This design comes from an exercise in tuning for small area, a short achievable clock period and few clock cycles on the open sky130 flow, not from production work.
Function was not checked in any run shown here: the RTL went through the layout flow alone.
Power and IR drop assume default switching activity. No driver is modelled on the clock port, so clocking that relies on it looks cheaper here than on a real chip.

`design/flow/flow/run.sh`:
```
#!/bin/bash
# Standard ORFS layout (unchanged synthesis, SDC and clock). Timing repair aims
# at a larger setup slack margin so it keeps working below the 11 ns clock, and
# the port buffers use the smallest buffer cell.
set -euo pipefail
bash standard.sh SETUP_SLACK_MARGIN=7.7 "BUFFER_PORTS_ARGS=-buffer_cell sky130_fd_sc_hd__buf_1" finish > make_finish.log 2>&1
```
`design/flow/standard.sh`:
```
#!/bin/bash
# synth_recipe.tcl (not shown) runs the flow's synth.tcl, then flattens the netlist and writes it again
# the make line also repeats each setting of config.mk as NAME=value (left out here)
make -C /OpenROAD-flow-scripts/flow DESIGN_CONFIG=/design/flow/config.mk WORK_HOME=/design/flow/orfs CLKGATE_MAP_FILE= SYNTH_SCRIPT=/design/flow/synth_recipe.tcl "${@:-finish}"
```
`design/flow/config.mk`:
```
export PLATFORM = sky130hd
export DESIGN_NAME = fdrd_stream
export DESIGN_NICKNAME = fdrd_stream
export VERILOG_FILES = /design/flow/design.v
export SDC_FILE = /design/flow/constraint.sdc
export NUM_CORES = 4
export LEC_CHECK = 0
export CAP_MARGIN = 20
export CORE_MARGIN = 2
export CORE_UTILIZATION = 60
export SLEW_MARGIN = 20
```
`design/flow/constraint.sdc`:
```
create_clock -name core_clock -period 11.0 [get_ports {clk}]
set_input_delay 2.2000 -clock core_clock [delete_from_list [all_inputs] [get_ports {clk}]]
set_output_delay 2.2000 -clock core_clock [all_outputs]
set_load 0.01 [all_outputs]
```
`design/flow/design.v`:
```
module fdrd_stream (
    input  wire        clk,
    input  wire        rst,             
    input  wire        start,
    input  wire [11:0] frame_len,
    output wire        start_ready,
    input  wire        in_valid,
    input  wire [7:0]  in_data,
    output wire        in_ready,
    output reg         rec_valid,
    output wire [63:0] rec_ts,
    output wire [7:0]  rec_prio,
    output wire [31:0] rec_lon,
    output wire [31:0] rec_lat,
    output wire [15:0] rec_alt,
    output wire [15:0] rec_angle,
    output wire [7:0]  rec_sats,
    output wire [15:0] rec_speed,
    output wire [15:0] rec_event_io,
    output wire [15:0] rec_total_io,
    output wire [15:0] rec_cnt_1b,
    output wire [15:0] rec_cnt_2b,
    output wire [15:0] rec_cnt_4b,
    output wire [15:0] rec_cnt_8b,
    output wire [15:0] rec_cnt_nx,
    output wire [9:0]  rec_elem_first,
    output wire [10:0] rec_off,
    output wire [10:0] rec_len,
    output reg         elem_valid,
    output wire [15:0] elem_id,
    output wire [2:0]  elem_kind,
    output wire [7:0]  elem_rec,
    output wire [15:0] elem_vlen,
    output wire [10:0] elem_voff,
    output wire [63:0] elem_val,
    output reg         done,
    output reg  [2:0]  result,
    output wire [7:0]  anomaly,
    output wire [15:0] crc_calc,
    output wire [7:0]  ack,
    output wire [7:0]  rec_count,
    output wire [9:0]  elem_count,
    output wire [10:0] err_pos
);
    localparam [2:0] R_OK        = 3'd1;
    localparam [2:0] R_FRAME_LEN = 3'd2;
    localparam [2:0] R_SHORT     = 3'd3;
    localparam [2:0] R_CODEC     = 3'd4;
    localparam [2:0] R_CRC       = 3'd5;
    localparam [2:0] R_MALFORMED = 3'd6;
    localparam [3:0] S_HDR  = 4'd0,    
                     S_END  = 4'd1,    
                     S_RH   = 4'd2,    
                     S_CNT0 = 4'd3,    
                     S_CNT1 = 4'd4,    
                     S_ID0  = 4'd5,
                     S_ID1  = 4'd6,
                     S_NXL0 = 4'd7,
                     S_NXL1 = 4'd8,
                     S_V0   = 4'd9,    
                     S_V    = 4'd10;   
    function [15:0] crc_byte(input [15:0] c, input [7:0] d);
        integer i;
        reg [15:0] x;
        begin
            x = c ^ {8'h00, d};
            for (i = 0; i < 8; i = i + 1)
                x = x[0] ? ((x >> 1) ^ 16'hA001) : (x >> 1);
            crc_byte = x;
        end
    endfunction
    reg        idle;          
    reg        inr;           
    reg        st_tk;         
    reg [11:0] rc;            
    reg        tk;            
    reg [7:0]  db;            
    assign start_ready = idle;
    assign in_ready    = inr;
    wire take    = in_valid && inr;
    wire st_take = start && idle;
    wire len_ok  = (frame_len >= 12'd15) && (frame_len <= 12'd2048);
    always @(posedge clk) begin
        db <= in_data;
        if (rst) begin
            inr <= 1'b0;
            tk  <= 1'b0;
        end else begin
            tk <= take;
            if (st_take) begin
                rc  <= frame_len;
                inr <= len_ok;
            end else if (take) begin
                rc <= rc - 12'd1;
                if (rc == 12'd1) inr <= 1'b0;
            end
        end
    end
    reg [3:0]   st;
    reg [10:0]  pos;          
    reg [10:0]  fcnt;
    reg [2:0]   grp;          
    reg [9:0]   grem;         
    reg         gbig;         
    reg [7:0]   rec_idx;      
    reg [9:0]   elem_idx;     
    reg [7:0]   n1;
    reg [15:0]  crc;
    reg         is8, is8e;
    reg         f_pre, f_dfl, f_rhi, f_n1n2, f_n2rec, f_slack, f_trunc, f_mal;
    reg         crc_ok;
    reg [191:0] sr1;          
    reg [31:0]  sr2;          
    reg [49:0]  cs;           
    reg [10:0]  roff;         
    reg [9:0]   efirst;
    reg [10:0]  rlen;
    reg [15:0]  id;
    reg [10:0]  nxlen;
    reg         nxbig;
    reg [10:0]  voff;
    reg [63:0]  acc;
    wire        cdc_ok  = is8 || is8e;
    wire [11:0] brem    = rc - 12'd4;           
    wire        body    = (rc > 12'd4);
    wire [10:0] pos_inc = pos + 11'd1;
    reg [11:0] need;
    always @(*) begin
        need = 12'd0;
        case (st)
            S_RH:
                if (is8) begin
                    if (fcnt[4:0] == 5'd0) need = 12'd26;
                end else begin
                    case (fcnt[4:0])
                        5'd0:  need = 12'd8;
                        5'd8:  need = 12'd1;
                        5'd9:  need = 12'd4;
                        5'd13: need = 12'd4;
                        5'd17: need = 12'd2;
                        5'd19: need = 12'd2;
                        5'd21: need = 12'd1;
                        5'd22: need = 12'd2;
                        5'd24: need = 12'd2;
                        5'd26: need = 12'd2;
                        default: need = 12'd0;
                    endcase
                end
            S_CNT0, S_ID0, S_NXL0: need = 12'd2;
            S_V0: need = nxbig ? 12'hFFF : {1'b0, nxlen};
            default: need = 12'd0;
        endcase
    end
    wire fail = (brem < need);
    wire        rh_last  = is8 ? (fcnt[4:0] == 5'd25) : (fcnt[4:0] == 5'd27);
    wire        last_rec = (rec_idx == n1 - 8'd1);
    wire        cnt_zero = !gbig && grem[9:8] == 2'd0 && db == 8'd0;
    wire        last_el  = !gbig && grem == 10'd1;
    wire        nxl_zero = !nxbig && nxlen[10:8] == 3'd0 && db == 8'd0;
    wire [11:0] dfl_x    = rc - 12'd7;            
    wire [7:0]  rec_idx_n = rec_idx + {7'd0, rec_valid};
    wire [3:0]  hp       = pos[3:0];              
    wire        ok_now   = cdc_ok && crc_ok && (db == crc[7:0]) && !f_mal;
    reg  [3:0]  st_n;
    reg  [10:0] fcnt_n;
    reg         do_elem, do_rec, do_fail, rec_start, grp_adv;
    always @(*) begin
        st_n      = st;
        fcnt_n    = fcnt;
        do_elem   = 1'b0;
        do_rec    = 1'b0;
        do_fail   = 1'b0;
        rec_start = 1'b0;
        grp_adv   = 1'b0;
        if (st != S_HDR && st != S_END && fail) begin
            do_fail = 1'b1;
            st_n    = S_END;
        end else begin
            case (st)
                S_HDR:
                    if (hp == 4'd9) begin
                        fcnt_n = 11'd0;
                        st_n   = (cdc_ok && db != 8'd0) ? S_RH : S_END;
                    end
                S_RH: begin
                    fcnt_n    = fcnt + 11'd1;
                    rec_start = (fcnt[4:0] == 5'd0);
                    if (rh_last) begin
                        if (is8) do_rec = 1'b1;
                        else     st_n   = S_CNT0;
                    end
                end
                S_CNT0: begin
                    grp_adv = 1'b1;
                    st_n    = S_CNT1;
                end
                S_CNT1:
                    if (cnt_zero) begin
                        if (grp[2]) do_rec = 1'b1;
                        else        st_n   = S_CNT0;
                    end else begin
                        st_n = S_ID0;
                    end
                S_ID0: st_n = S_ID1;
                S_ID1:
                    if (grp[2]) begin
                        st_n = S_NXL0;
                    end else begin
                        st_n   = S_V0;
                        fcnt_n = {7'd0, grp == 3'd3, grp == 3'd2, grp == 3'd1, grp == 3'd0};
                    end
                S_NXL0: st_n = S_NXL1;
                S_NXL1: begin
                    fcnt_n = {nxlen[10:8], db};
                    if (nxl_zero) do_elem = 1'b1;
                    else          st_n    = S_V0;
                end
                S_V0, S_V: begin
                    fcnt_n = fcnt - 11'd1;
                    st_n   = S_V;
                    if (fcnt == 11'd1) do_elem = 1'b1;
                end
                default: ;
            endcase
            if (do_elem) begin
                if (!last_el)     st_n = S_ID0;
                else if (grp[2])  do_rec = 1'b1;
                else              st_n = S_CNT0;
            end
            if (do_rec) begin
                fcnt_n = 11'd0;
                st_n   = last_rec ? S_END : S_RH;
            end
        end
    end
    always @(posedge clk) begin
        rec_valid  <= 1'b0;
        elem_valid <= 1'b0;
        done       <= 1'b0;
        rlen       <= pos_inc - roff;
        rec_idx    <= rec_idx_n;
        st_tk      <= st_take;
        if (st_take) idle <= 1'b0;
        if (st_tk) begin
            st       <= S_HDR;
            pos      <= 11'd0;
            crc      <= 16'd0;
            rec_idx  <= 8'd0;
            elem_idx <= 10'd0;
            f_pre    <= 1'b0;
            f_dfl    <= 1'b0;
            f_rhi    <= 1'b0;
            f_n1n2   <= 1'b0;
            f_slack  <= 1'b0;
            f_trunc  <= 1'b0;
            f_n2rec  <= 1'b0;
            f_mal    <= 1'b0;
            crc_ok   <= 1'b1;
            n1       <= 8'd0;
            roff     <= 11'd0;
            if (rc > 12'd2048) begin
                result <= R_FRAME_LEN;
                done   <= 1'b1;
                idle   <= 1'b1;
            end else if (rc < 12'd15) begin
                result <= R_SHORT;
                done   <= 1'b1;
                idle   <= 1'b1;
            end
        end
        if (tk) begin
            pos  <= pos_inc;
            st   <= st_n;
            fcnt <= fcnt_n;
            if (st == S_HDR) begin
                if (hp[3:2] == 2'd0 && db != 8'd0) f_pre <= 1'b1;
                if ((hp == 4'd4 || hp == 4'd5) && db != 8'd0) f_dfl <= 1'b1;
                if (hp == 4'd6) id[15:8] <= db;
                if (hp == 4'd7 && {id[15:8], db} > {4'd0, dfl_x}) f_dfl <= 1'b1;
                if (hp == 4'd8) begin
                    is8  <= (db == 8'h08);
                    is8e <= (db == 8'h8E);
                end
                if (hp == 4'd9) n1 <= db;
            end
            if (rc >= 12'd4 && !(st == S_HDR && !hp[3])) crc <= crc_byte(crc, db);
            if (rc == 12'd4) begin
                f_n1n2  <= (db != n1);
                f_n2rec <= (db != rec_idx_n);
            end
            if ((rc == 12'd3 || rc == 12'd2) && db != 8'd0) begin
                f_rhi  <= 1'b1;
                crc_ok <= 1'b0;
            end
            if (rc == 12'd1 && db != crc[15:8]) crc_ok <= 1'b0;
            if (rc == 12'd0) begin
                done <= 1'b1;
                idle <= 1'b1;
                if (!cdc_ok)
                    result <= R_CODEC;
                else if (!crc_ok || db != crc[7:0])
                    result <= R_CRC;
                else if (f_mal)
                    result <= R_MALFORMED;
                else
                    result <= R_OK;
                if (!ok_now) begin
                    n1       <= 8'd0;
                    rec_idx  <= 8'd0;
                    elem_idx <= 10'd0;
                    f_trunc  <= 1'b0;
                    f_n2rec  <= 1'b0;
                    f_slack  <= 1'b0;
                end
                if (!(cdc_ok && crc_ok && db == crc[7:0] && f_mal)) roff <= 11'd0;
            end
            if (body && (st == S_END || (do_fail && is8))) f_slack <= 1'b1;
            if (do_fail) begin
                if (is8) f_trunc <= 1'b1;
                else     f_mal   <= 1'b1;
            end
            if (rec_start || (do_fail && !is8)) roff <= pos;
            if (rec_start) efirst <= elem_idx;
            if (grp_adv) begin
                grp       <= grp + 3'd1;
                grem[9:8] <= db[1:0];
                gbig      <= (db[7:2] != 6'd0);
            end
            if (st == S_RH && rh_last) grp <= 3'd7;
            if (st == S_CNT1) grem[7:0] <= db;
            if (st == S_ID0) id[15:8] <= db;
            if (st == S_ID1) id[7:0] <= db;
            if (st == S_ID1 || st == S_NXL1) voff <= pos_inc;
            if (st == S_ID1 && !grp[2]) begin
                nxlen <= {7'd0, grp == 3'd3, grp == 3'd2, grp == 3'd1, grp == 3'd0};
                nxbig <= 1'b0;
            end
            if (st == S_NXL0) begin
                nxlen[10:8] <= db[2:0];
                nxbig       <= (db[7:3] != 5'd0);
            end
            if (st == S_NXL1) nxlen[7:0] <= db;
            if (do_elem) begin
                elem_valid <= 1'b1;
                elem_idx   <= elem_idx + 10'd1;
                grem       <= grem - 10'd1;
            end
            if (do_rec) rec_valid <= 1'b1;
        end
        if (rst) begin
            idle  <= 1'b1;
            st_tk <= 1'b0;
        end
    end
    wire rh     = tk && st == S_RH;
    wire sr1_en = rh && !(fcnt[4] && fcnt[3]);
    wire sr2_en = rh && (is8 || (fcnt[4] && fcnt[3]));
    wire cs_en  = (rh && is8) || (tk && st == S_CNT1);
    wire isv    = (st == S_V0) || (st == S_V);
    wire acc_en = tk && (isv || st == S_ID0);
    always @(posedge clk) begin
        if (sr1_en) sr1 <= {sr1[183:0], db};
        if (sr2_en) sr2 <= {sr2[23:0], db & {8{!is8}}};
        if (cs_en)  cs  <= {cs[39:0], {grem[9:8], db} & {10{!is8}}};
        if (acc_en) acc <= {acc[55:0], db} & {64{isv}};
    end
    assign rec_ts         = sr1[191:128];
    assign rec_prio       = sr1[127:120];
    assign rec_lon        = sr1[119:88];
    assign rec_lat        = sr1[87:56];
    assign rec_alt        = sr1[55:40];
    assign rec_angle      = sr1[39:24];
    assign rec_sats       = sr1[23:16];
    assign rec_speed      = sr1[15:0];
    assign rec_event_io   = sr2[31:16];
    assign rec_total_io   = sr2[15:0];
    assign rec_cnt_1b     = {6'd0, cs[49:40]};
    assign rec_cnt_2b     = {6'd0, cs[39:30]};
    assign rec_cnt_4b     = {6'd0, cs[29:20]};
    assign rec_cnt_8b     = {6'd0, cs[19:10]};
    assign rec_cnt_nx     = {6'd0, cs[9:0]};
    assign rec_elem_first = efirst;
    assign rec_off        = roff;
    assign rec_len        = rlen;
    assign elem_id   = id;
    assign elem_kind = grp;
    assign elem_rec  = rec_idx;
    assign elem_vlen = {5'd0, nxlen};
    assign elem_voff = voff;
    assign elem_val  = acc;
    assign anomaly    = {f_rhi, f_slack, f_pre, f_dfl, f_trunc, f_n1n2, f_n2rec, f_trunc};
    assign crc_calc   = crc;
    assign ack        = n1;
    assign rec_count  = rec_idx;
    assign elem_count = elem_idx;
    assign err_pos    = roff;
endmodule
```
==> results of run 1 <==
cell families (layout without fill, tap and decap cells):
kind of cell	count (synthesis)	after routing	share of synthesized area, %
buf+inv	192	949	4.41
simple gates	496	496	11.8
flops	536	536	67.5
compound gates	247	250	7.37
xor+xnor	121	121	4.72
other cells	1	36	0.0167
mux	12	12	0.563
fa+ha+maj	65	65	3.66
cells in the final DEF (no fill, tap or decap), types with 60 or more instances in the layout:
cell / instances
and2_1: 79
buf_2: 114
buf_4: 286
buf_6: 128
clkbuf_2: 214
edfxtp_1: 441
ha_1: 63
nand2_1: 103
nor2_1: 98
o21ai_0: 60
xnor2_1: 78
repair_timing:
item                                    4_1_cts  5_1_grt
gates resized for setup                     497      294
cloned                                        3        0
pin swaps                                    12        8
buffers inserted                            182       93
endpoints found under the setup margin      556      528
critical path, cell delays in order (launching register included):
cell,delay [ns]
edfxtp_1,0.41
buf_4,0.18
nor2_1,0.17
nand2_1,0.12
nor3_4,0.24
nand2_1,0.12
xnor2_2,0.15
ha_1,0.31
and4_1,0.20
and3_4,0.19
a2111oi_4,0.36
nand3_4,0.15
o211a_4,0.21
or3b_1,0.36
a21o_1,0.18
a221oi_2,0.25
routing by layer:
metal  wire, µm  share of wire, %  vias up  global-route usage (%)
met4       2610               3.9        0                    11.1
li1           -                 -     7484                       -
met1      25900                38     8288                    41.3
met3       5960               8.8      165                    7.34
met2      33200                49      885                    53.9
met5          0                 0        -                       0
flip-flops by register name, summed over array words and instances (netlist names), 3 cells and up, named ones only:
name      count
result        3
crc          16
sr1         192
nxlen        11
efirst       10
n1            8
elem_idx     10
fcnt         11
cs           50
rec_idx       8
rc           12
pos          11
st            4
grem         10
sr2          32
id           16
acc          64
roff         11
rlen         11
db            8
grp           3
voff         11
power groups by stage:
stage	combinational (mW)	clock, mW	sequential (mW)
floorplan	0.149	0	2.26
global placement	0.187	0	2.27
detailed placement	0.190	0	2.27
CTS	0.235	1.81	2.21
global route	0.270	1.89	2.21
finish	0.252	1.81	2.21
final cells by class:
class / instances / area, µm²
flip-flops and latches: 536 / 15300
diodes: 1 / 2.50
repair buffers: 802 / 5520
clock buffers: 67 / 1410
well taps: 468 / 586
inverters: 50 / 188
multi-input cells: 979 / 6820
clock inverters: 30 / 315
fillers: 1980 / 6540
through the flow:
stage               area, µm²  hold slack (ns)
floorplan               22800            0.428
global placement        24500            0.425
finish                  30200            0.435
detailed placement      24500            0.430
CTS                     28900            0.438
global route            30200            0.446
worst max path at each step:
stage | startpoint | to | slack (ns) | cells past startpoint
floorplan | st[3] | sr1[0] | 6.31 | 4
global placement | st[1] | flop | 6.18 | 12
CTS | rc[6] | flop | 7.37 | 13
detailed placement | st[1] | flop | 6.06 | 12
global route | rc[6] | roff[4] | 7.17 | 15
finish | rc[4] | flop | 7.31 | 15
==> qor.yml, run 1 <==
fmax_mhz: 271
core_mm2: 0.0367
synth_seq_cells: 536
ant_nets: 0
rrSetupSlack_ns: 7.31
crit_arrival_ns: 4.20
rsz0062_at_grt: "yes"
nets: 2510
hold_path_depth: 0
yosys_warnings: 1
p_leak_nw: 12.1
final_hold_viol_count: 0
ff2ff_path_depth: 15
synth_cell_types: 83
synth_seq_area_share_pct: 67.5
holdPathEnd: "sr1[49]"
min_period_over_period_pct: 33.6
antenna_found_initial: 0
clock_latency_ns: 0.62
drcViolationCount: 0
clock_path_buffers: 3
port_buffers: 511
crit_type: "reg2reg"
required_ns: 11.50
tns_ns: 0
dieHeight_um: 197
max_cap_viol_count: 0
dp_hpwl_um: 41500
drt-total-wl_um: 67700
dp.cells: 2557
ctsRootBufferMaster: "clkbuf_16"
synth_ff_type: "edfxtp_1"
syn2layout_area_growth_pct: 34.5
grt_pass1_vias: 15500
clk_pin_slew_ns: 0.07
synth_most_common_cell: "edfxtp_1"
route.vias.total: 16800
place_ws_ns: 6.06
grt_max_degree: 193
track_usage_pct: 32.1
cts_hold_buf: 0
grt_pass1_wl_um: 92800
finalPower_mw: 4.27
synth_common_cells: "441 x edfxtp_1, 107 x nor2_1, 105 x nand2_1"
seq_power_share_pct: 51.8
ios: 547
p_clk_share_pct: 42.3
viasPerCell: 5.74
p_per_area_mw_per_mm2: 142
cts_tree: "built"
p_int_mw: 3.32
power.net_switching_mw: 0.949
grt_overflow_total: 0
fin_crit_ns: 3.69
synth_cells: 1670
start_util_pct: 61.1
r2r_start: "rc[4]"
drv_slew: 0
start_kind: "flop"
cts_max_level: 2
rows: 70
synth_area_leaders: "edfxtp_1 59%, dfxtp_1 8.5%, ha_1 3.6%"
combPwrFrac_pct: 5.9
syn_area_mm2: 0.0224
worstMarginPinSlew_ns: 1.10
skew_ns: 0.0314
setup_viol: 0
avgSynthCellArea_um2: 13.4
synth_edf_count: 441
slew_headroom_pct: 26.8
die_area_mm2: 0.0390
wl_per_cell_um: 23.1
yosysTopAreaCell: "edfxtp_1"
hold_start: "sr1[41]"
detail_route.iter0.violations: 1376
drive_gt1_share_pct: 39.2
switching_share_pct: 22.2
clkSinkCount: 536
cp-end-kind: "flop"
numCtsBuffers: 52
min_path_type: "reg2reg"
worst_slack_ns: 7.31
die_w_um: 197
synth-async-reset-ratio_pct: 0
fin_cells: 2933
gp_congestion: 0.918
ir_drop_mv: 0.166
fin_util_pct: 82.2
dr.pass1.iters: 5
run_status: "finished clean"
worst-path-max-fanout: 6
synth_top_area_share_pct: 59.0
==> inputs of run 2 (changes only) <==
==> design/flow/flow/run.sh (replaced) <==
#!/bin/bash
# Standard ORFS layout (unchanged synthesis, SDC and clock). Timing repair aims
# at a larger setup slack margin so it keeps working below the 11 ns clock.
set -euo pipefail
bash standard.sh SETUP_SLACK_MARGIN=7.7 finish > make_finish.log 2>&1
==> qor.yml, run 2 <==
run_status: "finished clean"
ios: 547  # unchanged
final_hold_viol_count: 0  # unchanged
cts_tree: "built"
required_ns: 11.49  # about the same
detail_route.iter0.violations: 1776  # +29%
worst-path-max-fanout: 15  # +9
largest-register: "sr1"
crit_arrival_ns: 4.22  # +0.02 ns
min_period_over_period_pct: 33.9  # +0.28 points
nets: 2567  # +2.3%
final_cell_mix: "441 x edfxtp_1, 328 x buf_4, 291 x buf_2"
ir_drop_mv: 0.132  # -20%
synth_most_common_cell: "edfxtp_1"
crit_type: "reg2reg"
finalPower_mw: 4.23  # -1.0%
layout_commonest_cell: "edfxtp_1"
diodes: 0  # -1
wl_per_cell_um: 24.5  # +6.4%
ant_nets: 0  # unchanged
port_buffers: 511  # unchanged
clock_path_buffers: 3  # unchanged
cts_hold_buf: 0  # unchanged
skew_ns: 0.0221  # -0.00929 ns
largest_reg_flops: 192  # unchanged
avgSynthCellArea_um2: 13.4  # unchanged
clock_latency_ns: 0.62  # about the same
dieHeight_um: 197  # unchanged
cts_max_level: 2  # unchanged
synth_ff_type: "edfxtp_1"
core_mm2: 0.0367  # unchanged
synth_common_cells: "441 x edfxtp_1, 107 x nor2_1, 105 x nand2_1"
fin_util_pct: 85.3  # +3.1 points
grt_pass1_wl_um: 103000  # +11%
p_per_area_mw_per_mm2: 135  # -4.7%
synth_edf_count: 441  # unchanged
synth_cells: 1670  # unchanged
largestRegisters: "sr1 x192, acc x64, cs x50"
numCtsBuffers: 51  # -1.9%
fin_crit_ns: 3.73  # +0.0309 ns
drcViolationCount: 0  # unchanged
drt-total-wl_um: 73300  # +8.3%
drv_slew: 0  # unchanged
start_kind: "flop"
die_area_mm2: 0.0390  # unchanged
track_usage_pct: 35.6  # +3.5 points
start_util_pct: 61.1  # unchanged
rsz0062_at_grt: "yes"
synth_top_area_share_pct: 59.0  # unchanged
max_cap_viol_count: 0  # unchanged
clkSinkCount: 536  # unchanged
n_fill_cell: 1801  # -9.0%
grt_max_degree: 193  # unchanged
worstMarginPinSlew_ns: 1.08  # -0.0137 ns
grt_overflow_total: 0  # unchanged
gp_congestion: 0.903  # -1.6%
viasPerCell: 5.85  # +1.9%
ctsRootBufferMaster: "clkbuf_16"
holdWs_ns: 0.443  # +0.00812 ns
dp_hpwl_um: 44300  # +6.7%
tns_ns: 0  # unchanged
rows: 70  # unchanged
fmax_mhz: 268  # -0.83%
final_area_mm2: 0.0313  # +3.8%
clk_pin_slew_ns: 0.06  # about the same
yosysTopAreaCell: "edfxtp_1"
slew_headroom_pct: 27.7  # +0.91 points
route.vias.total: 17500  # +3.8%
synth_cell_types: 83  # unchanged
synth-async-reset-ratio_pct: 0  # unchanged
setup_viol: 0  # unchanged
dpl_cell_area_mm2: 0.0277  # +13%
dr.pass1.iters: 5  # unchanged
cp-end-kind: "flop"
grt_pass1_vias: 16500  # +6.2%
synth_seq_cells: 536  # unchanged
synth_area_leaders: "edfxtp_1 59%, dfxtp_1 8.5%, ha_1 3.6%"
die_w_um: 197  # unchanged
p_leak_nw: 12.6  # +4.1%
syn_area_mm2: 0.0224  # unchanged
synth_seq_area_share_pct: 67.5  # unchanged
syn2layout_area_growth_pct: 39.6
drive_gt1_share_pct: 42.3  # +3.1 points
min_path_type: "reg2reg"
antenna_found_initial: 1  # +1
yosys_warnings: 1  # unchanged
## run 2: cell counts after synthesis
No cell type changed its count.
## run 2: logic make-up after synthesis
logic type,share of synthesized area [%]
flops,67.5
simple gates,11.8
compound gates,7.37
buf+inv,4.41
xor+xnor,4.72
fa+ha+maj,3.66
mux,0.563
other cells,0.0167
## run 2: cell type report
cell class,count,area [µm²],share of cell area [%]
multi-input combinational,982,6980,22.3
tap,468,586,1.87
timing repair buffer,857,6590,21.1
sequential,536,15300,49.0
inverter,50,188,0.599
clock buffer,67,1340,4.27
clock inverter,25,288,0.919
## run 2: path summary, 6_finish.rpt
check | from | end | slack [ns] | cells past startpoint
setup / recovery | db[4] | flop | 7.27 | 8
hold / removal | cs[24] | cs[34] | 0.44 | 0
setup reg to reg | db[4] | flop | 7.27 | 8
hold reg to reg | cs[24] | cs[34] | 0.44 | 0
## run 2: routing by layer
| metal | vias to the layer above | wire, µm | track usage, % | share of wire, % |
|---|---|---|---|---|
| met5 | - | 0 | 0 | 0 |
| met3 | 237 | 7760 | 9.70 | 11 |
| met4 | 0 | 3940 | 16.3 | 5.4 |
| met2 | 1091 | 36000 | 59.7 | 49 |
| li1 | 7576 | - | - | - |
| met1 | 8550 | 25600 | 43.1 | 35 |
## run 2: report_power, final
part / switching (mW) / internal (mW) / leakage (nW)
Clock: 0.769 / 0.978 / 0.796
Sequential: 0.0209 / 2.19 / 4.83
Combinational: 0.155 / 0.116 / 6.95
Total: 0.945 / 3.28 / 12.6
## run 2: critical path: stages, from the launching register on
cell and delay [ns]:
dfxtp_1 0.67, or4_4 0.73, nor3_2 0.35, a32oi_1 0.22, o21bai_1 0.53, o211a_4 0.29, mux2_2 0.37, a311o_1 0.29
o2111a_1 0.13
## run 2: through the flow
stage	std cells	setup WS [ns]
after global routing	2985	7.24
final	2985	7.27
after global placement	2557	6.27
after CTS	2876	7.38
after floorplan	1704	6.31
after detailed placement	2557	6.12
## run 2: what timing repair did
item / 4_1_cts / 5_1_grt
pin swaps: 20 / 25
gates cloned: 5 / 1
gates resized for setup: 2316 / 140
setup buffers: 222 / 108
endpoints found under the setup margin: 568 / 522
endpoints found under the hold margin: 0 / 0
==> inputs of run 3 (changes only) <==
--- a/design/flow/design.v
+++ b/design/flow/design.v
@@ -88,11 +88,11 @@
         end else begin
             tk <= take;
             if (st_take) begin
-                rc  <= frame_len;
+                rc  <= frame_len - 12'd4;
                 inr <= len_ok;
             end else if (take) begin
                 rc <= rc - 12'd1;
-                if (rc == 12'd1) inr <= 1'b0;
+                if (rc == 12'hFFD) inr <= 1'b0;
             end
         end
     end
@@ -121,8 +121,7 @@
     reg [10:0]  voff;
     reg [63:0]  acc;
     wire        cdc_ok  = is8 || is8e;
-    wire [11:0] brem    = rc - 12'd4;           
-    wire        body    = (rc > 12'd4);
+    wire        body    = !rc[11] && rc != 12'd0;
     wire [10:0] pos_inc = pos + 11'd1;
     reg [11:0] need;
     always @(*) begin
@@ -130,19 +129,19 @@
         case (st)
             S_RH:
                 if (is8) begin
-                    if (fcnt[4:0] == 5'd0) need = 12'd26;
+                    if (fcnt[4:0] == 5'd28) need = 12'd26;
                 end else begin
                     case (fcnt[4:0])
-                        5'd0:  need = 12'd8;
-                        5'd8:  need = 12'd1;
-                        5'd9:  need = 12'd4;
-                        5'd13: need = 12'd4;
-                        5'd17: need = 12'd2;
-                        5'd19: need = 12'd2;
-                        5'd21: need = 12'd1;
-                        5'd22: need = 12'd2;
-                        5'd24: need = 12'd2;
-                        5'd26: need = 12'd2;
+                        5'd28: need = 12'd8;
+                        5'd20: need = 12'd1;
+                        5'd19: need = 12'd4;
+                        5'd15: need = 12'd4;
+                        5'd11: need = 12'd2;
+                        5'd9:  need = 12'd2;
+                        5'd7:  need = 12'd1;
+                        5'd6:  need = 12'd2;
+                        5'd4:  need = 12'd2;
+                        5'd2:  need = 12'd2;
                         default: need = 12'd0;
                     endcase
                 end
@@ -151,13 +150,12 @@
             default: need = 12'd0;
         endcase
     end
-    wire fail = (brem < need);
-    wire        rh_last  = is8 ? (fcnt[4:0] == 5'd25) : (fcnt[4:0] == 5'd27);
+    wire fail = (rc < need);
+    wire        rh_last  = is8 ? (fcnt[4:0] == 5'd3) : (fcnt[4:0] == 5'd1);
     wire        last_rec = (rec_idx == n1 - 8'd1);
     wire        cnt_zero = !gbig && grem[9:8] == 2'd0 && db == 8'd0;
     wire        last_el  = !gbig && grem == 10'd1;
     wire        nxl_zero = !nxbig && nxlen[10:8] == 3'd0 && db == 8'd0;
-    wire [11:0] dfl_x    = rc - 12'd7;            
     wire [7:0]  rec_idx_n = rec_idx + {7'd0, rec_valid};
     wire [3:0]  hp       = pos[3:0];              
     wire        ok_now   = cdc_ok && crc_ok && (db == crc[7:0]) && !f_mal;
@@ -179,12 +177,11 @@
             case (st)
                 S_HDR:
                     if (hp == 4'd9) begin
-                        fcnt_n = 11'd0;
+                        fcnt_n = 11'd28;
                         st_n   = (cdc_ok && db != 8'd0) ? S_RH : S_END;
                     end
                 S_RH: begin
-                    fcnt_n    = fcnt + 11'd1;
-                    rec_start = (fcnt[4:0] == 5'd0);
+                    rec_start = (fcnt[4:0] == 5'd28);
                     if (rh_last) begin
                         if (is8) do_rec = 1'b1;
                         else     st_n   = S_CNT0;
@@ -216,7 +213,6 @@
                     else          st_n    = S_V0;
                 end
                 S_V0, S_V: begin
-                    fcnt_n = fcnt - 11'd1;
                     st_n   = S_V;
                     if (fcnt == 11'd1) do_elem = 1'b1;
                 end
@@ -227,8 +223,9 @@
                 else if (grp[2])  do_rec = 1'b1;
                 else              st_n = S_CNT0;
             end
+            if (st == S_RH || st == S_V0 || st == S_V) fcnt_n = fcnt - 11'd1;
             if (do_rec) begin
-                fcnt_n = 11'd0;
+                fcnt_n = 11'd28;
                 st_n   = last_rec ? S_END : S_RH;
             end
         end
@@ -240,7 +237,10 @@
         rlen       <= pos_inc - roff;
         rec_idx    <= rec_idx_n;
         st_tk      <= st_take;
-        if (st_take) idle <= 1'b0;
+        if (st_take) begin
+            idle   <= 1'b0;
+            result <= (frame_len > 12'd2048) ? R_FRAME_LEN : R_SHORT;
+        end
         if (st_tk) begin
             st       <= S_HDR;
             pos      <= 11'd0;
@@ -258,14 +258,9 @@
             crc_ok   <= 1'b1;
             n1       <= 8'd0;
             roff     <= 11'd0;
-            if (rc > 12'd2048) begin
-                result <= R_FRAME_LEN;
-                done   <= 1'b1;
-                idle   <= 1'b1;
-            end else if (rc < 12'd15) begin
-                result <= R_SHORT;
-                done   <= 1'b1;
-                idle   <= 1'b1;
+            if (!inr) begin
+                done <= 1'b1;
+                idle <= 1'b1;
             end
         end
         if (tk) begin
@@ -276,24 +271,25 @@
                 if (hp[3:2] == 2'd0 && db != 8'd0) f_pre <= 1'b1;
                 if ((hp == 4'd4 || hp == 4'd5) && db != 8'd0) f_dfl <= 1'b1;
                 if (hp == 4'd6) id[15:8] <= db;
-                if (hp == 4'd7 && {id[15:8], db} > {4'd0, dfl_x}) f_dfl <= 1'b1;
+                if (hp == 4'd7) id[7:0] <= db;
+                if (hp == 4'd9 && id >= {4'd0, rc}) f_dfl <= 1'b1;
                 if (hp == 4'd8) begin
                     is8  <= (db == 8'h08);
                     is8e <= (db == 8'h8E);
                 end
                 if (hp == 4'd9) n1 <= db;
             end
-            if (rc >= 12'd4 && !(st == S_HDR && !hp[3])) crc <= crc_byte(crc, db);
-            if (rc == 12'd4) begin
+            if (!rc[11] && !(st == S_HDR && !hp[3])) crc <= crc_byte(crc, db);
+            if (rc == 12'd0) begin
                 f_n1n2  <= (db != n1);
                 f_n2rec <= (db != rec_idx_n);
             end
-            if ((rc == 12'd3 || rc == 12'd2) && db != 8'd0) begin
+            if ((rc == 12'hFFF || rc == 12'hFFE) && db != 8'd0) begin
                 f_rhi  <= 1'b1;
                 crc_ok <= 1'b0;
             end
-            if (rc == 12'd1 && db != crc[15:8]) crc_ok <= 1'b0;
-            if (rc == 12'd0) begin
+            if (rc == 12'hFFD && db != crc[15:8]) crc_ok <= 1'b0;
+            if (rc == 12'hFFC) begin
                 done <= 1'b1;
                 idle <= 1'b1;
                 if (!cdc_ok)
@@ -353,8 +349,8 @@
         end
     end
     wire rh     = tk && st == S_RH;
-    wire sr1_en = rh && !(fcnt[4] && fcnt[3]);
-    wire sr2_en = rh && (is8 || (fcnt[4] && fcnt[3]));
+    wire sr1_en = rh && fcnt[4:0] > 5'd4;
+    wire sr2_en = rh && (is8 || fcnt[4:0] <= 5'd4);
     wire cs_en  = (rh && is8) || (tk && st == S_CNT1);
     wire isv    = (st == S_V0) || (st == S_V);
     wire acc_en = tk && (isv || st == S_ID0);
==> design/flow/flow/run.sh (replaced) <==
#!/bin/bash
# Standard ORFS layout (unchanged synthesis, SDC and clock) with timing repair
# aimed at a larger setup slack margin and port buffers of the smallest cell.
set -euo pipefail
bash standard.sh SETUP_SLACK_MARGIN=7.3 \
  "BUFFER_PORTS_ARGS=-buffer_cell sky130_fd_sc_hd__buf_1" finish > make_finish.log 2>&1
--- a/design/flow/config.mk
+++ b/design/flow/config.mk
@@ -7,5 +7,5 @@
 export LEC_CHECK = 0
 export CAP_MARGIN = 20
 export CORE_MARGIN = 2
-export CORE_UTILIZATION = 60
+export CORE_UTILIZATION = 55
 export SLEW_MARGIN = 20
==> qor.yml, run 3 <==
rsz0062_at_grt: "yes"
crit_arrival_ns: 4.22  # about the same
synth_top_area_share_pct: 60.1  # +1.1 points
final_cell_mix: "511 x buf_1, 441 x edfxtp_1, 101 x nor2_1"
track_usage_pct: 26.5  # -9.0 points
cts_tree: "built"
cp-end-kind: "flop"
hold_start: "sr1[12]"
dp_hpwl_um: 39500  # -11%
wl_per_cell_um: 20.9  # -15%
largestRegisters: "sr1 x192, acc x64, cs x50"
start_util_pct: 55.5  # -5.6 points
numCtsBuffers: 54  # +5.9%
diodes: 0  # unchanged
finalPower_mw: 4.28  # +1.2%
max_cap_viol_count: 0  # unchanged
clk_pin_slew_ns: 0.06  # about the same
setup_viol: 0  # unchanged
synth-async-reset-ratio_pct: 0  # unchanged
yosys_warnings: 1  # unchanged
synth_cell_types: 87  # +4.8%
dieHeight_um: 204  # +3.4%
largest-register: "sr1"
route.vias.total: 14900  # -15%
tns_ns: 0  # unchanged
final_hold_viol_count: 0  # unchanged
ctsRootBufferMaster: "clkbuf_16"
n_fill_cell: 3096  # +72%
yosysTopAreaCell: "edfxtp_1"
clock_latency_ns: 0.60  # -0.02 ns
ios: 547  # unchanged
run_status: "finished clean"
start_kind: "flop"
drv_slew: 0  # unchanged
p_per_area_mw_per_mm2: 160  # +19%
die_w_um: 204  # +3.4%
min_period_over_period_pct: 34.1  # +0.28 points
port_buffers: 511  # unchanged
crit_type: "reg2reg"
min_path_type: "reg2reg"
required_ns: 11.47  # -0.02 ns
synth_ff_type: "edfxtp_1"
gp_congestion: 0.890  # -1.5%
worstMarginPinSlew_ns: 1.08  # -0.00723 ns
worst-path-max-fanout: 8  # -7
viasPerCell: 5.47  # -6.5%
dr.pass1.iters: 5  # unchanged
ir_drop_mv: 0.141  # +6.9%
skew_ns: 0.0266  # +0.00450 ns
p_leak_nw: 9.51  # -24%
clkSinkCount: 536  # unchanged
synth_seq_cells: 536  # unchanged
grt_pass1_vias: 13800  # -16%
syn2layout_area_growth_pct: 21.0
synth_common_cells: "441 x edfxtp_1, 107 x nor2_1, 95 x dfxtp_1"
drt-total-wl_um: 56900  # -22%
synth_seq_area_share_pct: 68.8  # +1.3 points
worstSetupStartpoint: "st[2]"
drive_gt1_share_pct: 9.17  # -33 points
synth_most_common_cell: "edfxtp_1"
nets: 2246  # -13%
detail_route.iter0.violations: 1202  # -32%
core_mm2: 0.0396  # +8.0%
rows: 73  # +4.3%
fin_crit_ns: 3.76  # +0.0310 ns
synth_cells: 1614  # -3.4%
synth_area_leaders: "edfxtp_1 60%, dfxtp_1 8.6%, ha_1 3.5%"
grt_pass1_wl_um: 83200  # -19%
slew_headroom_pct: 28.3  # +0.58 points
syn_area_mm2: 0.0220  # -1.9%
die_area_mm2: 0.0416  # +6.9%
avgSynthCellArea_um2: 13.6  # +1.5%
cts_max_level: 2  # unchanged
grt_overflow_total: 0  # unchanged
fmax_mhz: 266  # -0.83%
layout_commonest_cell: "buf_1"
clock_path_buffers: 3  # unchanged
ant_nets: 0  # unchanged
r2r_start: "st[2]"
antenna_found_initial: 1  # unchanged
drcViolationCount: 0  # unchanged
grt_max_degree: 193  # unchanged
largest_reg_flops: 192  # unchanged
synth_edf_count: 441  # unchanged
run 3: cell count changes after synthesis, sizes merged, moves of 11 or more:
cell	change
and3	+67
and2	-57
clkbuf	-20
nand2	-13
xnor2	-11
run 3: report_power, final:
part | total [mW] | switching (mW) | leakage (nW) | internal (mW)
Sequential | 2.22 | 0.0222 | 4.80 | 2.20
Clock | 1.86 | 0.740 | 0.888 | 1.12
Combinational | 0.195 | 0.122 | 3.83 | 0.0729
Total | 4.28 | 0.884 | 9.51 | 3.39
run 3: final cells by class:
cell class                      instances  area [µm²]  share of cell area, %
Inverter                               59         221                  0.831
Tap cell                              525         657                   2.46
Timing Repair Buffer                  580        2510                   9.42
Clock buffer                           86        1620                   6.08
Sequential cell                       536       15100                   56.8
Multi-Input combinational cell        928        6300                   23.7
Clock inverter                         15         195                  0.732
run 3: cells by family after synthesis:
kind of cell	count (synthesis)	synth area share, %
adder cells (fa/ha/maj)	63	3.61
flip-flops	536	68.8
multiplexers	4	0.188
buffers and inverters	186	4.36
other	1	0.0170
AO/OA/AOI/OAI	237	7.19
AND/OR/NAND/NOR	478	11.5
XOR/XNOR	109	4.34
run 3: path summary, 6_finish.rpt:
path / endpoint / slack [ns] / cells past startpoint
max: flop / 7.24 / 16
min: sr1[20] / 0.44 / 0
max reg2reg: flop / 7.24 / 16
min reg2reg: sr1[20] / 0.44 / 0
run 3: critical path: stages (launching register included):
cell,delay (ns)
edfxtp_1,0.45
buf_6,0.17
or4b_4,0.51
o21ai_2,0.14
o21ai_1,0.08
and2_4,0.16
ha_4,0.27
nand3_2,0.06
or3_4,0.34
a311oi_4,0.26
buf_6,0.17
o21ai_4,0.12
nor4b_4,0.27
buf_4,0.17
mux2_4,0.29
nand4_1,0.08
o21ai_1,0.07
run 3: through the flow:
stage | utilization (%) | instances | worst slack, ns | hold WS [ns] | instance area (µm²)
2_1_floorplan | - | 1648 | 6.56 | 0.421 | 22200
3_3_place_gp | 61.3 | 2580 | 6.42 | 0.425 | 24300
3_5_place_dp | 61.3 | 2580 | 6.29 | 0.430 | 24300
4_1_cts | 66.6 | 2713 | 7.31 | 0.441 | 26400
5_1_grt | 67.2 | 2729 | 7.12 | 0.443 | 26700
6_report | 67.2 | 2729 | 7.24 | 0.440 | 26700
run 3: what timing repair did:
| item | 4_1_cts | 5_1_grt |
|---|---|---|
| buffers inserted | 30 | 14 |
| resized for setup | 15 | 27 |
| pin swaps | 6 | 8 |
| cloned | 2 | 2 |
| endpoints found under the setup margin | 74 | 55 |
| hold buffers | 0 | 0 |
run 3: per-layer routing:
metal | global-route usage (%) | vias up | routed length, µm
met5 | 0 | - | 0
met2 | 43.8 | 645 | 27900
met3 | 4.97 | 95 | 4160
met4 | 7.58 | 0 | 1430
li1 | - | 6923 | -
met1 | 36.1 | 7254 | 23400
==> inputs of run 4 (changes only) <==
--- a/design/flow/design.v
+++ b/design/flow/design.v
@@ -75,13 +75,29 @@
     reg [11:0] rc;            
     reg        tk;            
     reg [7:0]  db;            
+    reg        dbz;           
+    reg        lt1, lt2, lt4, lt8, lt26;
     assign start_ready = idle;
     assign in_ready    = inr;
     wire take    = in_valid && inr;
     wire st_take = start && idle;
     wire len_ok  = (frame_len >= 12'd15) && (frame_len <= 12'd2048);
     always @(posedge clk) begin
-        db <= in_data;
+        db  <= in_data;
+        dbz <= (in_data == 8'd0);
+        if (take) begin
+            lt1  <= (rc < 12'd2);
+            lt2  <= (rc < 12'd3);
+            lt4  <= (rc < 12'd5);
+            lt8  <= (rc < 12'd9);
+            lt26 <= (rc < 12'd27);
+        end else begin
+            lt1  <= (rc < 12'd1);
+            lt2  <= (rc < 12'd2);
+            lt4  <= (rc < 12'd4);
+            lt8  <= (rc < 12'd8);
+            lt26 <= (rc < 12'd26);
+        end
         if (rst) begin
             inr <= 1'b0;
             tk  <= 1'b0;
@@ -123,39 +139,38 @@
     wire        cdc_ok  = is8 || is8e;
     wire        body    = !rc[11] && rc != 12'd0;
     wire [10:0] pos_inc = pos + 11'd1;
-    reg [11:0] need;
+    reg fail;
     always @(*) begin
-        need = 12'd0;
+        fail = 1'b0;
         case (st)
             S_RH:
                 if (is8) begin
-                    if (fcnt[4:0] == 5'd28) need = 12'd26;
+                    if (fcnt[4:0] == 5'd28) fail = lt26;
                 end else begin
                     case (fcnt[4:0])
-                        5'd28: need = 12'd8;
-                        5'd20: need = 12'd1;
-                        5'd19: need = 12'd4;
-                        5'd15: need = 12'd4;
-                        5'd11: need = 12'd2;
-                        5'd9:  need = 12'd2;
-                        5'd7:  need = 12'd1;
-                        5'd6:  need = 12'd2;
-                        5'd4:  need = 12'd2;
-                        5'd2:  need = 12'd2;
-                        default: need = 12'd0;
+                        5'd28: fail = lt8;
+                        5'd20: fail = lt1;
+                        5'd19: fail = lt4;
+                        5'd15: fail = lt4;
+                        5'd11: fail = lt2;
+                        5'd9:  fail = lt2;
+                        5'd7:  fail = lt1;
+                        5'd6:  fail = lt2;
+                        5'd4:  fail = lt2;
+                        5'd2:  fail = lt2;
+                        default: fail = 1'b0;
                     endcase
                 end
-            S_CNT0, S_ID0, S_NXL0: need = 12'd2;
-            S_V0: need = nxbig ? 12'hFFF : {1'b0, nxlen};
-            default: need = 12'd0;
+            S_CNT0, S_ID0, S_NXL0: fail = lt2;
+            S_V0: fail = nxbig || (rc < {1'b0, nxlen});
+            default: fail = 1'b0;
         endcase
     end
-    wire fail = (rc < need);
     wire        rh_last  = is8 ? (fcnt[4:0] == 5'd3) : (fcnt[4:0] == 5'd1);
     wire        last_rec = (rec_idx == n1 - 8'd1);
-    wire        cnt_zero = !gbig && grem[9:8] == 2'd0 && db == 8'd0;
+    wire        cnt_zero = !gbig && grem[9:8] == 2'd0 && dbz;
     wire        last_el  = !gbig && grem == 10'd1;
-    wire        nxl_zero = !nxbig && nxlen[10:8] == 3'd0 && db == 8'd0;
+    wire        nxl_zero = !nxbig && nxlen[10:8] == 3'd0 && dbz;
     wire [7:0]  rec_idx_n = rec_idx + {7'd0, rec_valid};
     wire [3:0]  hp       = pos[3:0];              
     wire        ok_now   = cdc_ok && crc_ok && (db == crc[7:0]) && !f_mal;
@@ -178,7 +193,7 @@
                 S_HDR:
                     if (hp == 4'd9) begin
                         fcnt_n = 11'd28;
-                        st_n   = (cdc_ok && db != 8'd0) ? S_RH : S_END;
+                        st_n   = (cdc_ok && !dbz) ? S_RH : S_END;
                     end
                 S_RH: begin
                     rec_start = (fcnt[4:0] == 5'd28);
@@ -268,8 +283,8 @@
             st   <= st_n;
             fcnt <= fcnt_n;
             if (st == S_HDR) begin
-                if (hp[3:2] == 2'd0 && db != 8'd0) f_pre <= 1'b1;
-                if ((hp == 4'd4 || hp == 4'd5) && db != 8'd0) f_dfl <= 1'b1;
+                if (hp[3:2] == 2'd0 && !dbz) f_pre <= 1'b1;
+                if ((hp == 4'd4 || hp == 4'd5) && !dbz) f_dfl <= 1'b1;
                 if (hp == 4'd6) id[15:8] <= db;
                 if (hp == 4'd7) id[7:0] <= db;
                 if (hp == 4'd9 && id >= {4'd0, rc}) f_dfl <= 1'b1;
@@ -284,7 +299,7 @@
                 f_n1n2  <= (db != n1);
                 f_n2rec <= (db != rec_idx_n);
             end
-            if ((rc == 12'hFFF || rc == 12'hFFE) && db != 8'd0) begin
+            if ((rc == 12'hFFF || rc == 12'hFFE) && !dbz) begin
                 f_rhi  <= 1'b1;
                 crc_ok <= 1'b0;
             end
@@ -315,8 +330,8 @@
                 if (is8) f_trunc <= 1'b1;
                 else     f_mal   <= 1'b1;
             end
-            if (rec_start || (do_fail && !is8)) roff <= pos;
-            if (rec_start) efirst <= elem_idx;
+            if ((st == S_RH && fcnt[4:0] == 5'd28) || (do_fail && !is8)) roff <= pos;
+            if (st == S_RH && fcnt[4:0] == 5'd28) efirst <= elem_idx;
             if (grp_adv) begin
                 grp       <= grp + 3'd1;
                 grem[9:8] <= db[1:0];
==> design/flow/flow/run.sh (replaced) <==
#!/bin/bash
# Standard ORFS layout (unchanged synthesis, SDC and clock) with:
#  - timing repair aimed at a larger setup slack margin, so it keeps working
#    below the 11 ns clock;
#  - port buffers of the smallest buffer cell (every port is still buffered);
#  - a clock tree of clkbuf_16 with larger sink clusters and no dummy loads.
set -euo pipefail
CTS="-sink_clustering_enable -repair_clock_nets -sink_clustering_size 32 -sink_clustering_max_diameter 120 -buf_list sky130_fd_sc_hd__clkbuf_16 -dont_use_dummy_load"
bash standard.sh SETUP_SLACK_MARGIN=7.4 \
  "BUFFER_PORTS_ARGS=-buffer_cell sky130_fd_sc_hd__buf_1" \
  "CTS_ARGS=$CTS" finish > make_finish.log 2>&1
==> qor.yml, run 4 <==
fmax_mhz: 284  # +6.5%
synth_cell_types: 76  # -13%
grt_overflow_total: 0  # unchanged
p_clk_share_pct: 27.4  # -16 points
path_cells: "buf_1"
numCtsBuffers: 20  # -63%
syn_area_mm2: 0.0217  # -1.3%
run_status: "finished clean"
largestRegisters: "sr1 x192, acc x64, cs x50"
worstMarginPinSlew_ns: 1.03  # -0.0431 ns
ios: 547  # unchanged
fin_util_pct: 63.3  # -4.0 points
synth_area_leaders: "edfxtp_1 61%, dfxtp_1 8.9%, ha_1 3.6%"
tns_ns: 0  # unchanged
cts_tree: "built"
synth_ff_type: "edfxtp_1"
grt_pass1_wl_um: 78500  # -5.6%
clock_latency_ns: 0.57  # -0.03 ns
synth-async-reset-ratio_pct: 0  # unchanged
dp_hpwl_um: 39900  # +0.93%
core_mm2: 0.0388  # -2.1%
rsz0062_at_grt: "no"
crit_arrival_ns: 1.33  # -2.89 ns
synth_top_area_share_pct: 60.9  # +0.76 points
synth_edf_count: 441  # unchanged
cp_num_buf_inv: 1  # -2
clk_pin_slew_ns: 0.12  # +0.06 ns
p_per_area_mw_per_mm2: 133  # -17%
route.vias.total: 14000  # -6.5%
antenna_found_initial: 1  # unchanged
cp_top_family: "flip-flops"
ir_drop_mv: 0.114  # -19%
fin_crit_ns: 3.53  # -0.231 ns
drcViolationCount: 0  # unchanged
combPwrFrac_pct: 4.7  # about the same
crit_type: "reg2out"
avgSynthCellArea_um2: 13.8  # +0.94%
drt-total-wl_um: 54400  # -4.5%
layout_commonest_cell: "buf_1"
final_cell_mix: "511 x buf_1, 441 x edfxtp_1, 96 x dfxtp_1"
critical_path.max_stage_delay_ns: 0.56  # +0.05 ns
dr.pass1.iters: 5  # unchanged
grt_pass1_vias: 12800  # -7.3%
yosysTopAreaCell: "edfxtp_1"
die_w_um: 203  # -0.61%
track_usage_pct: 25.4  # -1.1 points
cts_max_level: 1  # -1
gp_congestion: 0.945  # +6.3%
n_fill_cell: 3128  # +1.0%
dieHeight_um: 203  # -0.61%
skew_ns: 0.0331  # +0.00645 ns
synth_seq_area_share_pct: 69.8  # +1.1 points
largest-register: "sr1"
start_kind: "flop"
drive_gt1_share_pct: 4.14  # -5.0 points
diodes: 0  # unchanged
synth_most_common_cell: "edfxtp_1"
detail_route.iter0.violations: 1292  # +7.5%
yosys_warnings: 1  # unchanged
ctsRootBufferMaster: "clkbuf_16"
port_buffers: 511  # unchanged
clkSinkCount: 538  # +0.37%
cp_slowest_cell: "dfxtp_1"
power.net_switching_mw: 0.683  # -23%
drv_slew: 0  # unchanged
grt_max_degree: 93  # -52%
start_util_pct: 56.0  # +0.45 points
clock_path_buffers: 3  # unchanged
die_area_mm2: 0.0411  # -1.2%
ant_nets: 0  # unchanged
syn2layout_area_growth_pct: 13.0
final_hold_viol_count: 0  # unchanged
p_leak_nw: 8.41  # -12%
seq_power_share_pct: 67.9  # +16 points
viasPerCell: 5.43  # -0.74%
min_path_type: "reg2reg"
synth_seq_cells: 538  # +0.37%
rows: 72  # -1.4%
cp-end-kind: "output pin"
synth_cells: 1579  # -2.2%
switching_share_pct: 20.9  # +0.24 points
max_cap_viol_count: 0  # unchanged
nets: 2143  # -4.6%
synth_common_cells: "441 x edfxtp_1, 97 x dfxtp_1, 97 x nor2_1"
worst-path-max-fanout: 6  # -2
required_ns: 8.80  # -2.67 ns
largest_reg_flops: 192  # unchanged
slew_headroom_pct: 30.9  # +2.6 points
setup_viol: 0  # unchanged
wl_per_cell_um: 21.1  # +1.4%
min_period_over_period_pct: 32.0  # -2.1 points
p_int_mw: 2.58  # -24%
==> run 4: cell count changes after synthesis, sizes merged, moves of 12 or more <==
cell   previous run  this run
nor2            109        97
nand3            42        71
and2             24        88
a22o             19         1
o21ai            74        59
and3             83        11
==> run 4: path summary, 6_finish.rpt <==
check | from | end | slack, ns | cells after the start
max | n1[4] | ack[4] | 7.47 | 1
min | sr1[54] | sr1[62] | 0.44 | 0
max reg2reg | st[2] | fcnt[5] | 7.66 | 8
min reg2reg | sr1[54] | sr1[62] | 0.44 | 0
==> run 4: through the flow <==
step | cells | hold WS [ns] | cell area, µm² | total power, mW | setup slack (ns)
2_1_floorplan | 1613 | 0.431 | 21900 | 2.37 | 6.76
3_3_place_gp | 2547 | 0.427 | 24000 | 2.41 | 6.79
3_5_place_dp | 2547 | 0.430 | 24000 | 2.41 | 6.69
4_1_cts | 2569 | 0.442 | 24500 | 3.29 | 7.41
5_1_grt | 2571 | 0.458 | 24600 | 3.37 | 7.43
6_report | 2571 | 0.438 | 24600 | 3.27 | 7.47
==> run 4: repair_timing <==
| item | CTS | global route |
|---|---|---|
| hold buffers | 0 | 0 |
| setup endpoints to repair | 31 | 83 |
| buffers inserted | 2 | 2 |
| resized for setup | 6 | 5 |
| pin swaps | 0 | 0 |
==> run 4: cells by family (layout without fill, tap and decap cells) <==
family / after synthesis / count (layout) / share of synthesized area [%]
adders and majority gates: 64 / 64 / 3.72
muxes: 6 / 6 / 0.282
and+or+nand+nor: 476 / 476 / 11.2
DFF: 538 / 538 / 69.8
buffers and inverters: 184 / 624 / 4.37
AOI/OAI and AO/OA: 200 / 200 / 6.10
xor gates and xnor gates: 110 / 110 / 4.43
other: 1 / 35 / 0.0172
==> run 4: final cells by class <==
class	count	area [µm²]	area share, %
flip-flops and latches	538	15200	61.8
multi-input cells	891	5860	23.9
repair buffers	534	2100	8.56
well taps	518	648	2.64
clock buffers	20	500	2.04
inverters	70	263	1.07
==> run 4: power groups by stage <==
stage / Combinational (mW) / Clock, mW / Sequential [mW]
global route: 0.169 / 0.979 / 2.22
finish: 0.153 / 0.896 / 2.22
global placement: 0.146 / 0 / 2.26
CTS: 0.151 / 0.926 / 2.22
floorplan: 0.108 / 0 / 2.26
detailed placement: 0.148 / 0 / 2.26
==> run 4: per-layer routing <==
layer,part of all wire [%],up-vias,track usage (%)
li1,-,6509,-
met1,40,6811,33.4
met2,48,563,42.4
met3,8.3,67,5.97
met4,2.9,0,6.99
met5,0,-,0

port drivers added, routing unchanged:
The results above use ideal ports. As a check the final layouts listed here were re-extracted and re-timed, cells and wires unchanged.
Step 1: set_driving_cell puts a clkbuf_16 on clk and a buf_2 on each other input, an assumption about the parent block.
Step 2 moves the port delays by t, midway between the first and last clock arrival at a register: inputs arrive t later, outputs are due t later. That takes back most of the time a late clock gives input paths.
a / b / c = no drivers / after step 1 / after step 2; a / b = the first two.
run	t (ns)	setup slack, ns	hold slack, ns
run 1	0.658	7.306 / 7.306 / 7.235	0.435 / 0.435 / 0.435
run 2	0.664	7.275 / 7.275 / 7.122	0.443 / 0.443 / 0.443
run 3	0.645	7.244 / 7.244 / 7.011	0.440 / 0.440 / 0.440
run 4	0.608	7.475 / 7.416 / 6.989	0.438 / 0.438 / 0.438
After both steps every run listed still meets setup and hold. The setup slack of run 4, which loses most, moves by -0.059 ns with the drivers and by -0.486 ns with both steps.
